This is an optimization exercise on Yosys and OpenROAD, whose aim is small area, a short achievable clock period and few clock cycles, not a production implementation.
In this exercise RTL edits were held to simulation tests only and were not proved equivalent to the original.
Power figures rest on the tool's default switching activity, not on a simulated workload.

## flow/design.v (module list and top-level ports; edited modules follow where they fit)
// module fcs_stats: 476 lines
// module fcs_sub20: 110 lines
// module fcs_isq6: 71 lines
// module fcs_sums: 656 lines
// module fcs_tst: 341 lines
module fcs_stats (
    input             clk,
    input             rst,
    input             req_valid,
    output            req_ready,
    input      [63:0] req_word,
    input             push_valid,
    input      [15:0] push_count,
    output reg        resp_valid,
    output     [31:0] resp_res,
    output     [55:0] resp_str,
    output     [2:0]  resp_len,
    output     [2:0]  resp_fault
);
  // ...
==> flow/run.sh <==
#!/bin/bash
# synth_recipe.tcl (not shown) runs the flow's synth.tcl, then flattens the netlist and writes it again
# the make line also repeats each setting of config.mk as NAME=value (left out here)
make -C /OpenROAD-flow-scripts/flow DESIGN_CONFIG=/design/flow/config.mk WORK_HOME=/design/flow/orfs CLKGATE_MAP_FILE= SYNTH_SCRIPT=/design/flow/synth_recipe.tcl finish
==> flow/config.mk <==
export PLATFORM = sky130hd
export DESIGN_NAME = fcs_stats
export DESIGN_NICKNAME = fcs_stats
export VERILOG_FILES = /design/flow/design.v
export SDC_FILE = /design/flow/constraint.sdc
export NUM_CORES = 4
export LEC_CHECK = 0
export ABC_AREA = 1
export CAP_MARGIN = 20
export CORE_MARGIN = 2
export CORE_UTILIZATION = 55
export PLACE_DENSITY = 0.7
export SETUP_SLACK_MARGIN = 1.5
export SLEW_MARGIN = 20
==> flow/constraint.sdc <==
create_clock -name core_clock -period 9.0 [get_ports {clk}]
set_input_delay 1.8000 -clock core_clock [delete_from_list [all_inputs] [get_ports {clk}]]
set_output_delay 1.8000 -clock core_clock [all_outputs]
set_load 0.01 [all_outputs]
==> flow_summary.yaml, run 1 <==
place:
  port_buffers: 152
  dp.cells: 6164
timing:
  setup_slack_ns: 1.446
layout:
  clkCellAreaFrac: 0.02811
  n_all_buffers: 342
  seq-cell-share: 0.2080
  postLayoutCoreUtil: 0.6584
  clockBufferCount: 64
setup_path:
  r2r-end: "x[21]"
  path_class: "reg -> out"
  cp_num_buf_inv: 7
  slowest_stage: "fa_1"
  required_ns: 7.20
  cp-end-kind: "output pin"
  cp-startpoint: "t_exc"
power_and_ir_drop:
  switching_share: 0.5567
  switchingPower_w: 0.009734
drt:
  drc: 0
  vias: 37310
logic_synthesis:
  async_reset_ff_frac: 0
  synth_top_family_by_area: "adder cells"
  yosysWarnings: 8
  synth_cells: 5154
  synthXorXnorAreaFrac: 0.03169
die:
  core_area_um2: 68830
  core.rowCount: 96
global_routing:
  grt_max_degree: 83
worst_hold_path:
  holdPathStages: 2
status:
  status: "timing/DRC/antenna clean"
clocking:
  cts_num_sinks: 346
  clkLatencyLatePin_ns: 0.59
Testbench counts, summed over its fixed seeds: cycles 21,887.
==> module fcs_stats, before the edit <==
module fcs_stats (
    input             clk,
    input             rst,
    input             req_valid,
    output            req_ready,
    input      [63:0] req_word,
    input             push_valid,
    input      [15:0] push_count,
    output reg        resp_valid,
    output     [31:0] resp_res,
    output     [55:0] resp_str,
    output     [2:0]  resp_len,
    output     [2:0]  resp_fault
);
    localparam CAP = 8, SHORT = 4, W_HIGH = 4, T_UP = 100, T_DOWN = 80;
    localparam OP_RB_COPY      = 5'h0B;
    localparam OP_RB_SELECT    = 5'h0C;
    localparam OP_RB_STATS     = 5'h0D;
    localparam OP_RB_EXCURSION = 5'h0E;
    localparam OP_RB_DRIFT     = 5'h0F;
    localparam OP_RB_SHRINK    = 5'h10;
    localparam OP_SNAP_READ    = 5'h11;
    localparam OP_ISQRT        = 5'h12;
    localparam OP_FMT          = 5'h13;
    localparam F_NONE       = 3'd0;
    localparam F_ILLEGAL_OP = 3'd1;
    localparam F_BAD_WINDOW = 3'd5;
    localparam F_STATS_UNAV = 3'd6;
    localparam F_FMT_RANGE  = 3'd7;
    localparam SQ_RA = 5;
    localparam SQ_K  = 3;
    localparam SQ_N  = 3;
    localparam SQ_F  = 16 - SQ_RA - SQ_K * SQ_N;
    reg [15:0] rb [0:CAP-1];
    reg [2:0]  cursor;
    reg [3:0]  valid;
    wire [2:0] cursor_p = push_valid ? cursor + 3'd1 : cursor;
    wire [3:0] valid_p  = (push_valid && !valid[3]) ? valid + 4'd1 : valid;
    always @(posedge clk) begin
        if (push_valid)
            rb[cursor_p] <= push_count;
    end
    reg [2:0]  c_cursor;
    reg [3:0]  c_valid;
    reg        range_hi;
    reg        s_avail;
    reg [3:0]  s_window;
    reg [18:0] s_total;
    reg [17:0] s_newer;
    reg [17:0] s_short;
    reg [15:0] s_rlong;
    reg        busy;           
    reg        st1;            
    reg        st2;            
    reg        dv_run;         
    reg [2:0]  dv_cnt;
    reg        sq_run;
    reg [1:0]  sq_cnt;
    reg [2:0]  fault_r;
    reg [3:0]  small_r;
    reg        t_snap, t_exc, t_drift, t_sqrt;
    reg [3:0]  snap_sel;
    reg [2:0]  f_p, f_d;
    reg [23:0] x;              
    reg [16:0] sq_rem;
    reg [15:0] sq_root;
    assign req_ready = !busy;
    wire accept = req_valid && !busy;
    wire [4:0]  op  = req_word[63:59];
    wire [10:0] rsv = req_word[58:48];
    wire [7:0]  opc = req_word[47:40];
    wire [7:0]  opb = req_word[39:32];
    wire [31:0] opa = req_word[31:0];
    reg legal;
    always @(*) begin
        case (op)
            OP_RB_COPY, OP_RB_EXCURSION, OP_RB_DRIFT, OP_RB_SHRINK:
                legal = (rsv == 0) && (opc == 0) && (opb == 0) && (opa == 0);
            OP_RB_SELECT, OP_RB_STATS, OP_ISQRT:
                legal = (rsv == 0) && (opc == 0) && (opb == 0);
            OP_SNAP_READ:
                legal = (rsv == 0) && (opc == 0) && (opa == 0) && (opb <= 8'd12);
            OP_FMT:
                legal = (rsv == 0);
            default:
                legal = 1'b0;
        endcase
    end
    reg next_hi;
    always @(*) begin
        next_hi = range_hi;
        if (!range_hi && opa > T_UP)
            next_hi = 1'b1;
        else if (range_hi && opa < T_DOWN)
            next_hi = 1'b0;
    end
    wire [3:0] sel_base   = next_hi ? W_HIGH : CAP;
    wire [3:0] sel_window = (sel_base < c_valid) ? sel_base : c_valid;
    wire       opa_small = (opa[31:4] == 28'd0);
    wire       win_bad   = !opa_small || (opa[3:0] < SHORT) || (opa[3:0] > c_valid);
    reg fmt_vok;
    always @(*) begin
        case (opc[2:0])
            3'd1:    fmt_vok = opa < 32'd10;
            3'd2:    fmt_vok = opa < 32'd100;
            3'd3:    fmt_vok = opa < 32'd1000;
            3'd4:    fmt_vok = opa < 32'd10000;
            3'd5:    fmt_vok = opa < 32'd100000;
            default: fmt_vok = opa < 32'd1000000;
        endcase
    end
    wire fmt_ok = (opc >= 8'd1) && (opc <= 8'd6) && (opb <= 8'd6) &&
                  (opb < opc) && fmt_vok;
    function [32:0] sq_row;    
        input [16:0] rem;
        input [15:0] root;
        input [1:0]  bits;
        reg   [18:0] rs;
        reg   [17:0] tr;
        reg   [19:0] df;
        begin
            rs = {rem, bits};
            tr = {root, 2'b01};
            df = {1'b0, rs} - {2'b0, tr};
            if (!df[19])
                sq_row = {df[16:0], root[14:0], 1'b1};
            else
                sq_row = {rs[16:0], root[14:0], 1'b0};
        end
    endfunction
    wire [2:0] ra6_r;
    wire [3:0] ra6_m;
    fcs_isq6 u_isq6 (.v(opa[31:26]), .r(ra6_r), .m(ra6_m));
    reg [16:0] ra_rem;  reg [15:0] ra_root;
    reg [16:0] it_rem;  reg [15:0] it_root;
    reg [15:0] fi_root;      
    integer r;
    always @(*) begin
        ra_rem = {13'd0, ra6_m}; ra_root = {13'd0, ra6_r};
        for (r = 3; r < SQ_RA; r = r + 1)
            {ra_rem, ra_root} = sq_row(ra_rem, ra_root, opa[31 - 2*r -: 2]);
        it_rem = sq_rem; it_root = sq_root;
        fi_root = sq_root;
        for (r = 0; r < SQ_K; r = r + 1) begin
            {it_rem, it_root} = sq_row(it_rem, it_root, x[23 - 2*r -: 2]);
            if (r == SQ_F - 1)
                fi_root = it_root;
        end
    end
    reg  [3:0]  a_sel, a_mn, a_mf;
    reg  [3:0]  st_sel, st_mn, st_mf;
    reg  [2:0]  age;
    integer j;
    always @(*) begin
        for (j = 0; j < 4; j = j + 1) begin
            age      = c_cursor - j[2:0];
            a_sel[j] = age[2];
            a_mn[j]  = (age[1:0] < 2'd2) ||
                       ((opa[3] || (opa[2] && opa[1])) && age[1:0] == 2'd2) ||
                       (opa[3] && age[1:0] == 2'd3);
            a_mf[j]  = opa[3] || (opa[2] && (age[1:0] < opa[1:0]));
        end
    end
    reg [15:0] nv [0:3];
    reg [15:0] nm [0:3];
    reg [15:0] fm [0:3];
    always @(*) begin
        for (j = 0; j < 4; j = j + 1) begin
            nv[j] = st_sel[j] ? rb[j + 4] : rb[j];
            nm[j] = nv[j] & {16{st_mn[j]}};
            fm[j] = (st_sel[j] ? rb[j] : rb[j + 4]) & {16{st_mf[j]}};
        end
    end
    wire [17:0] sum_short, sum_newer;
    wire [18:0] sum_total;
    fcs_sums u_sums (.n0(nv[0]), .n1(nv[1]), .n2(nv[2]), .n3(nv[3]),
                     .f0(fm[0]), .f1(fm[1]), .f2(fm[2]), .f3(fm[3]),
                     .m0(nm[0]), .m1(nm[1]), .m2(nm[2]), .m3(nm[3]),
                     .short(sum_short), .total(sum_total), .newer(sum_newer));
    function [3:0] div_st;    
        input [2:0] rm;
        input       b;
        input [2:0] w;
        reg   [3:0] t;
        begin
            t = {rm, b};
            if (t >= {1'b0, w})
                div_st = {1'b1, t[2:0] - w};
            else
                div_st = {1'b0, t[2:0]};
        end
    endfunction
    reg [2:0] dv_rm;
    reg [3:0] dv_q;
    integer   d;
    always @(*) begin
        dv_rm = sq_rem[2:0];
        for (d = 0; d < 4; d = d + 1)
            {dv_q[3 - d], dv_rm} = div_st(dv_rm, x[23 - d], s_window[2:0]);
    end
    wire [18:0] s_older  = s_total - {1'b0, s_newer};
    wire [15:0] s_rshort = s_short[17:2];
    wire        s_tolv   = (s_total != 19'd0);
    reg  [6:0]  s_tol;
    always @(*) begin
        if      (s_total == 19'd0)  s_tol = 7'd0;
        else if (s_total < 19'd4)    s_tol = 7'd100;
        else if (s_total < 19'd9)    s_tol = 7'd50;
        else if (s_total < 19'd16)   s_tol = 7'd33;
        else if (s_total < 19'd25)   s_tol = 7'd25;
        else if (s_total < 19'd36)   s_tol = 7'd20;
        else if (s_total < 19'd49)   s_tol = 7'd16;
        else if (s_total < 19'd64)   s_tol = 7'd14;
        else if (s_total < 19'd81)   s_tol = 7'd12;
        else if (s_total < 19'd100)  s_tol = 7'd11;
        else if (s_total < 19'd121)  s_tol = 7'd10;
        else if (s_total < 19'd144)  s_tol = 7'd9;
        else if (s_total < 19'd169)  s_tol = 7'd8;
        else if (s_total < 19'd225)  s_tol = 7'd7;
        else if (s_total < 19'd289)  s_tol = 7'd6;
        else if (s_total < 19'd441)  s_tol = 7'd5;
        else if (s_total < 19'd676)  s_tol = 7'd4;
        else if (s_total < 19'd1156) s_tol = 7'd3;
        else if (s_total < 19'd2601) s_tol = 7'd2;
        else if (s_total < 19'd10201) s_tol = 7'd1;
        else                          s_tol = 7'd0;
    end
    wire [19:0] eD, dD;
    fcs_sub20 u_esub (.a({4'd0, s_rlong}), .b({4'd0, s_rshort}), .d(eD));
    fcs_sub20 u_dsub (.a({1'b0, s_newer, 1'b0}), .b({1'b0, s_total}), .d(dD));
    wire [18:0] eX = eD[18:0] ^ {19{eD[19]}};
    wire [18:0] dX = dD[18:0] ^ {19{dD[19]}};
    wire [12:0] eQ = {(eX[18:11] != 8'd0) || (eD[19] && (eX[10:0] == 11'h7FF)), eD[19], eX[10:0]};
    wire [12:0] dQ = {(dX[18:11] != 8'd0) || (dD[19] && (dX[10:0] == 11'h7FF)), dD[19], dX[10:0]};
    reg  [12:0] s_de, s_dd;
    wire [12:0] tQ  = t_exc ? s_de : s_dd;
    wire        tBig = tQ[12];
    wire [13:0] thr = s_rlong[15:2];
    wire [23:0] tR1 = t_exc ? ~{6'd0, thr, 4'd0} : ~{2'd0, s_total, 3'd0};
    wire [23:0] tR2 = t_exc ? ~{8'd0, thr, 2'd0} : {5'd0, s_total};
    wire        tNeg;
    fcs_tst u_tst (.e(tQ[10:0]), .s(tQ[11]), .r1(tR1), .r2(tR2), .c0(t_exc), .neg(tNeg));
    wire        t_fire = tBig || !tNeg;
    reg [31:0] snap_val;
    always @(*) begin
        case (snap_sel)
            4'd0:    snap_val = {31'd0, s_avail};
            4'd1:    snap_val = {28'd0, s_window};
            4'd2:    snap_val = {13'd0, s_total};
            4'd3:    snap_val = {14'd0, s_newer};
            4'd4:    snap_val = {13'd0, s_older};
            4'd5:    snap_val = {14'd0, s_short};
            4'd6:    snap_val = {16'd0, s_rlong};
            4'd7:    snap_val = {16'd0, s_rshort};
            4'd8:    snap_val = {25'd0, s_tol};
            4'd9:    snap_val = {31'd0, s_tolv};
            4'd10:   snap_val = {31'd0, range_hi};
            4'd11:   snap_val = {29'd0, c_cursor};
            default: snap_val = {28'd0, c_valid};
        endcase
    end
    function [3:0] add3;
        input [3:0] dg;
        case (dg)
            4'd5:    add3 = 4'd8;
            4'd6:    add3 = 4'd9;
            4'd7:    add3 = 4'd10;
            4'd8:    add3 = 4'd11;
            4'd9:    add3 = 4'd12;
            default: add3 = dg;
        endcase
    endfunction
    function [23:0] bin2bcd;
        input [19:0] v;
        reg   [23:0] b;
        integer i, k;
        begin
            b = 24'd0;
            for (i = 19; i >= 0; i = i - 1) begin
                for (k = 0; k < 6; k = k + 1)
                    b[4*k +: 4] = add3(b[4*k +: 4]);
                b = {b[22:0], v[i]};
            end
            bin2bcd = b;
        end
    endfunction
    wire [2:0]  ipart   = f_d - f_p;
    wire        has_dot = (f_p != 3'd0);
    wire [2:0]  fmt_len = has_dot ? f_d + 3'd1 : f_d;
    reg  [5:0]  blank;       
    reg  [55:0] fmt_str;
    reg         zpre;
    reg  [2:0]  sl;
    reg  [3:0]  nib;
    reg         bl, isdot, inr;
    integer     s, k;
    always @(*) begin
        zpre = 1'b1;
        for (s = 0; s < 6; s = s + 1) begin
            zpre     = zpre && (x[23 - 4*s -: 4] == 4'd0);
            blank[s] = zpre && ({1'b0, s[2:0]} + 4'd1 < {1'b0, ipart});
        end
        for (k = 0; k < 7; k = k + 1) begin
            isdot = has_dot && (ipart == k[2:0]);
            sl    = (has_dot && k[2:0] > ipart) ? k[2:0] - 3'd1 : k[2:0];
            case (sl)
                3'd0:    begin nib = x[23:20]; bl = blank[0]; end
                3'd1:    begin nib = x[19:16]; bl = blank[1]; end
                3'd2:    begin nib = x[15:12]; bl = blank[2]; end
                3'd3:    begin nib = x[11:8];  bl = blank[3]; end
                3'd4:    begin nib = x[7:4];   bl = blank[4]; end
                default: begin nib = x[3:0];   bl = blank[5]; end
            endcase
            inr   = (k[2:0] < fmt_len);
            fmt_str[55 - 8*k -: 8] = !inr ? 8'h00 : isdot ? 8'h2E : bl ? 8'h20 : {4'h3, nib};
        end
    end
    assign resp_fault = fault_r;
    assign resp_res   = t_snap  ? snap_val :
                        (t_exc || t_drift) ? {31'd0, t_fire} :
                        t_sqrt  ? {16'd0, fi_root} :
                        {28'd0, small_r};
    assign resp_str   = fmt_str;
    assign resp_len   = fmt_len;
    always @(posedge clk) begin
        if (rst) begin
            resp_valid <= 1'b0;
            busy       <= 1'b0;
            st1        <= 1'b0;
            st2        <= 1'b0;
            dv_run     <= 1'b0;
            sq_run     <= 1'b0;
            cursor     <= 3'd7;
            valid      <= 4'd0;
            c_cursor   <= 3'd7;
            c_valid    <= 4'd0;
            range_hi   <= 1'b0;
            s_avail    <= 1'b0;
            s_window   <= 4'd0;
            s_total    <= 19'd0;
            s_newer    <= 18'd0;
            s_short    <= 18'd0;
            s_rlong    <= 16'd0;
        end else begin
            resp_valid <= 1'b0;
            cursor <= cursor_p;
            valid  <= valid_p;
            st1  <= 1'b0;
            st2 <= 1'b0;
            if (st2) begin
                s_de <= eQ;
                s_dd <= dQ;
            end
            if (st1) begin
                s_short <= sum_short;
                s_newer <= sum_newer;
                s_total <= sum_total;
                if (s_window[3] || s_window[2:0] == 3'd4) begin
                    s_rlong    <= s_window[3] ? sum_total[18:3] : sum_total[17:2];
                    st2        <= 1'b1;
                    busy       <= 1'b0;
                    resp_valid <= 1'b1;
                end else begin
                    x      <= {1'b0, sum_total, 4'd0};
                    sq_rem <= 17'd0;
                    dv_cnt <= 3'd0;
                    dv_run <= 1'b1;
                end
            end
            if (dv_run) begin
                s_rlong <= {s_rlong[11:0], dv_q};
                sq_rem  <= {14'd0, dv_rm};
                x       <= {x[19:0], 4'd0};
                dv_cnt  <= dv_cnt + 3'd1;
                if (dv_cnt == 3'd4) begin
                    dv_run     <= 1'b0;
                    st2        <= 1'b1;
                    busy       <= 1'b0;
                    resp_valid <= 1'b1;
                end
            end
            if (sq_run) begin
                sq_rem  <= it_rem;
                sq_root <= it_root;
                x       <= {x[23 - 2*SQ_K:0], {(2*SQ_K){1'b0}}};
                sq_cnt  <= sq_cnt + 2'd1;
                if (sq_cnt == SQ_N - 1) begin
                    sq_run     <= 1'b0;
                    busy       <= 1'b0;
                    resp_valid <= 1'b1;
                end
            end
            if (accept) begin
                fault_r <= F_NONE;
                small_r <= 4'd0;
                t_snap  <= 1'b0;
                t_exc   <= 1'b0;
                t_drift <= 1'b0;
                t_sqrt  <= 1'b0;
                f_p     <= 3'd0;
                f_d     <= 3'd0;
                resp_valid <= 1'b1;
                if (!legal) begin
                    fault_r <= F_ILLEGAL_OP;
                end else begin
                    case (op)
                    OP_RB_COPY: begin
                        c_cursor <= cursor_p;
                        c_valid  <= valid_p;
                    end
                    OP_RB_SELECT: begin
                        range_hi <= next_hi;
                        small_r  <= sel_window;
                    end
                    OP_RB_STATS: begin
                        if (c_valid < SHORT) begin
                            s_avail  <= 1'b0;
                            s_window <= 4'd0;
                            s_total  <= 19'd0;
                            s_newer  <= 18'd0;
                            s_short  <= 18'd0;
                            s_rlong  <= 16'd0;
                        end else if (win_bad) begin
                            fault_r <= F_BAD_WINDOW;
                        end else begin
                            s_avail  <= 1'b1;
                            s_window <= opa[3:0];
                            small_r  <= 4'd1;
                            st_sel     <= a_sel;
                            st_mn      <= a_mn;
                            st_mf      <= a_mf;
                            st1        <= 1'b1;
                            busy       <= 1'b1;
                            resp_valid <= 1'b0;
                        end
                    end
                    OP_RB_EXCURSION: begin
                        if (!s_avail) fault_r <= F_STATS_UNAV;
                        else          t_exc   <= 1'b1;
                    end
                    OP_RB_DRIFT: begin
                        if (!s_avail) fault_r <= F_STATS_UNAV;
                        else          t_drift <= 1'b1;
                    end
                    OP_RB_SHRINK: begin
                        valid <= (valid_p > SHORT) ? SHORT : valid_p;
                    end
                    OP_SNAP_READ: begin
                        t_snap   <= 1'b1;
                        snap_sel <= opb[3:0];
                    end
                    OP_ISQRT: begin
                        t_sqrt     <= 1'b1;
                        sq_rem     <= ra_rem;
                        sq_root    <= ra_root;
                        x          <= {opa[31 - 2*SQ_RA:0], {(24 - 32 + 2*SQ_RA){1'b0}}};
                        sq_cnt     <= 2'd0;
                        sq_run     <= 1'b1;
                        busy       <= 1'b1;
                        resp_valid <= 1'b0;
                    end
                    default: begin   
                        if (!fmt_ok) begin
                            fault_r <= F_FMT_RANGE;
                        end else begin
                            x     <= bin2bcd(opa[19:0]) << (4 * (3'd6 - opc[2:0]));
                            f_p   <= opb[2:0];
                            f_d   <= opc[2:0];
                        end
                    end
                    endcase
                end
            end
        end
    end
endmodule
==> inputs of run 2 (changes only) <==
--- a/flow/design.v
+++ b/flow/design.v
@@ -28,7 +28,7 @@
     localparam F_STATS_UNAV = 3'd6;
     localparam F_FMT_RANGE  = 3'd7;
-    localparam SQ_RA = 5;
-    localparam SQ_K  = 3;
-    localparam SQ_N  = 3;
+    localparam SQ_RA = 6;
+    localparam SQ_K  = 4;
+    localparam SQ_N  = 2;
     localparam SQ_F  = 16 - SQ_RA - SQ_K * SQ_N;
     reg [15:0] rb [0:CAP-1];
--- a/flow/config.mk
+++ b/flow/config.mk
@@ -11,4 +11,4 @@
 export CORE_UTILIZATION = 55
 export PLACE_DENSITY = 0.7
-export SETUP_SLACK_MARGIN = 1.5
+export SETUP_SLACK_MARGIN = 1.0
 export SLEW_MARGIN = 20
==> run 2 against run 1 <==
Net effect: still clean; critical path type unchanged; register-to-register slack worse by 0.52 ns; clock-buffer cell count down 9; utilization down 1.7 points; sequential share of layout area down 0.23 points.
==> flow_summary.yaml, run 2 <==
clocking:
  root_buffer: "clkbuf_16"
  clockBufferDepth: 3
  cts_buffers: 39
  cts_num_sinks: 346
  clkLatencyLatePin_ns: 0.62
  htree_num_levels: 2
  cts_tree: "yes"
  clkTransAtPathRegs_ns: 0.06
die:
  ioPinCount: 180
  die_area_um2: 74000
  die_w_um: 272.0
  core.rowCount: 98
  core_area_um2: 71360
  initial_core_util: 0.5537
  fp.dieH_um: 272.0
global_routing:
  grt_max_degree: 74
  antenna_found_initial: 1
  grt_pass1_vias: 34740
  busiest_layer: "met2"
  met2_usage: 0.4993
  grt_pass1_wl_um: 191800
  use_met1: 0.4769
  grt_usage: 0.3264
  grt-ovfl-total: 0
  met3_usage: 0.04144
timing:
  clock.fmax_mhz: 127.6
  setup_slack_ns: 1.161
  hold_viol: 0
  finalCritPeriodShare: 0.8711
  slew_violations: 0
  period_needed_ns: 7.839
  tightest_slew_ns: 1.067
  tns_ns: 0
  clock_skew_ns: 0.06918
  setup_viol: 0
  slew_headroom: 0.2705
  rsz0062_at_grt: "true"
layout:
  layout_common_cells: "999 x nand2_1, 768 x inv_1, 496 x nor2_1"
  fillers: 6385
  postLayoutCoreUtil: 0.6418
  largest_reg_flops: 128
  final_common_cell: "nand2_1"
  largest-register: "rb"
  top_regs: "rb: 128 flops, x: 24 flops, s_total: 19 flops"
  diodes: 0
  register_area_um2: 9422
  final_cells: 6537
  syn2layout_area_growth_pct: 15.92
  nets: 6188
  drive_above_1_share: 0.1244
  multi_input_area_um2: 27640
power_and_ir_drop:
  switchingPower_w: 0.009094
  p_leak_nw: 20.45
  switching_share: 0.5547
  total_power_w: 0.01640
  power.density_nw_per_um2: 358.0
  p_comb_frac: 0.790
  ir_drop_mv: 1.610
  power_frac_clock: 0.102
  p_int_w: 0.007302
  seqPwrFrac: 0.108
logic_synthesis:
  synth_cells: 5344
  yosysSeqAreaShare: 0.2384
  synth_commonest_cells: "1043 x nand2_1, 802 x inv_1, 522 x nor2_1"
  yosys_register_bits: 346
  yosysTopAreaCell: "edfxtp_1"
  synth_cell_types: 69
  syn_area_um2: 39510
  synth_ff_type: "edfxtp_1"
  yosysWarnings: 8
  yosysMostFrequentCell: "nand2_1"
  synth_top_area_share: 0.1892
  async_reset_ff_frac: 0
  synth_area_leaders: "edfxtp_1 19%, fa_1 13%, nand2_1 9.9%"
  synth_edf_count: 249
  avgSynthCellArea_um2: 7.393
drt:
  drt_iter0_markers: 4008
  wl_um: 126100
  ant_nets: 0
  drc: 0
  vias: 37950
  via_per_inst: 5.805
  wl_per_cell_um: 19.29
  dr.pass1.iters: 6
worst_hold_path:
  holdPathStages: 2
  hold_end: "s_avail"
  worstHoldPathType: "reg -> reg"
  hold_start: "s_avail"
setup_path:
  cp_max_fo: 5
  slowest_delay_ns: 0.57
  slowest_stage: "fa_2"
  required_ns: 7.20
  r2r_slack_ns: 1.17
  worstPathArrival_ns: 6.04
  cp-end-kind: "output pin"
  r2r-start: "sq_root[1]"
  path_common_cell: "buf_6"
  r2r-end: "sq_rem[3]"
  critPathLaunchType: "flop"
  ff2ff_path_depth: 50
  path_class: "reg -> out"
place:
  detailed_place_hpwl_um: 98670
  dp.cells: 6368
  place_congestion: 0.9818
  post-place-ws_ns: -0.1552
  port_buffers: 152
run:
  max_cap_violations: 0
status:
  status: "timing/DRC/antenna clean"
run 2: per-stage QoR:
step / instance area (um^2) / hold WS, ns
2_1_floorplan: 39610 / 0.4064
5_1_grt: 45800 / 0.4835
3_3_place_gp: 42120 / 0.4565
3_5_place_dp: 42120 / 0.4599
4_1_cts: 43790 / 0.4699
6_report: 45800 / 0.4711
run 2: logic make-up after synthesis:
| group | count (synthesis) | synth area share |
|---|---|---|
| AO/OA/AOI/OAI | 1201 | 0.1829 |
| XOR/XNOR | 151 | 0.03347 |
| adder cells (fa/ha/maj) | 547 | 0.2222 |
| buffers and inverters | 1031 | 0.1011 |
| flip-flops | 346 | 0.2384 |
| multiplexers | 5 | 0.001267 |
| other | 2 | 0.0001901 |
| AND/OR/NAND/NOR | 2061 | 0.2205 |
run 2: worst max path at each step:
| stage | from | end | slack [ns] | depth (start not counted) |
|---|---|---|---|---|
| CTS | t_exc | resp_res[0] | 0.99 | 30 |
| global placement | req_word[26] | sq_rem[1] | -0.12 | 35 |
| detailed placement | req_word[26] | sq_rem[1] | -0.16 | 34 |
| floorplan | sq_root[1] | sq_rem[10] | 1.23 | 46 |
| global route | x[22] | sq_rem[6] | 0.72 | 53 |
| finish | t_exc | resp_res[0] | 1.16 | 30 |
run 2: layer usage:
| layer | vias to the layer above | routed length [um] |
|---|---|---|
| met1 | 17740 | 55580 |
| li1 | 18260 | - |
| met2 | 1670 | 54590 |
| met5 | - | 13 |
| met3 | 281 | 10770 |
| met4 | 2 | 5156 |
run 2: worst max-delay path, delay by kind of cell (launching register included):
| family | cells | cell delay, ns |
|---|---|---|
| adders and majority gates | 5 | 2.25 |
| and+or+nand+nor | 10 | 1.05 |
| AOI/OAI and AO/OA | 7 | 0.95 |
| buffers and inverters | 8 | 0.82 |
| DFF | 1 | 0.37 |
run 2: layout make-up:
class,instances,area share
repair inverters,2,0.0003278
multi-input cells,3993,0.6035
clock buffers,55,0.02467
flip-flops and latches,346,0.2057
well taps,950,0.02595
clock inverters,16,0.004070
repair buffers,324,0.06526
inverters,851,0.07048
run 2: power groups by stage:
| stage | combinational, W | clock, W | sequential [W] |
|---|---|---|---|
| after floorplan | 0.00866 | 0 | 0.00180 |
| after global placement | 0.0107 | 0 | 0.00181 |
| after detailed placement | 0.0109 | 0 | 0.00181 |
| after CTS | 0.0110 | 0.00168 | 0.00178 |
| after global routing | 0.0144 | 0.00173 | 0.00178 |
| final | 0.0130 | 0.00167 | 0.00178 |
run 2: what timing repair did:
| item | 4_1_cts | 5_1_grt |
|---|---|---|
| endpoints found under the hold margin | 0 | 0 |
| endpoints found under the setup margin | 19 | 43 |
| cloned | 2 | 5 |
| setup buffers | 20 | 71 |
| gates resized for setup | 72 | 373 |
| pin swaps | 4 | 136 |
| hold buffers | 0 | 0 |
Testbench counts of run 2, summed over its fixed seeds: cycles 20,287.

what the ideal ports hide:
No port has a modelled driver above. Below, the same layouts with a new extraction and two added sets of constraints.
Step 1 (the two cells are an assumption about what drives the block):
set clk [get_ports {clk}]
set_driving_cell -lib_cell sky130_fd_sc_hd__clkbuf_16 $clk
set_driving_cell -lib_cell sky130_fd_sc_hd__buf_2 [delete_from_list [all_inputs] $clk]
Step 2 adds t to the input delays and takes it off the output delays; t is the mean of the earliest and latest rising clock arrival at the registers after step 1. Input paths then give back, and output paths get back, about the clock's delay inside the block.
Slacks: ideal ports / drivers / drivers and shift; pairs: ideal ports / drivers.
| run | t, ns | slack for setup (ns) | worst setup path at the end | slew at the worst register clock pin (ns) | worst slew at a driven data input, ns |
|---|---|---|---|---|---|
| run 1 | 0.631 | 1.446 / 1.387 / 1.055 | input to register | 0.07 / 0.07 | 0.11 |
| run 2 | 0.653 | 1.161 / 1.094 / 0.839 | input to register | 0.07 / 0.07 | 0.09 |
After both steps setup and hold are still met in every run listed. The setup slack of run 1, which loses most, moves by -0.059 ns with the drivers and by -0.391 ns with both steps.
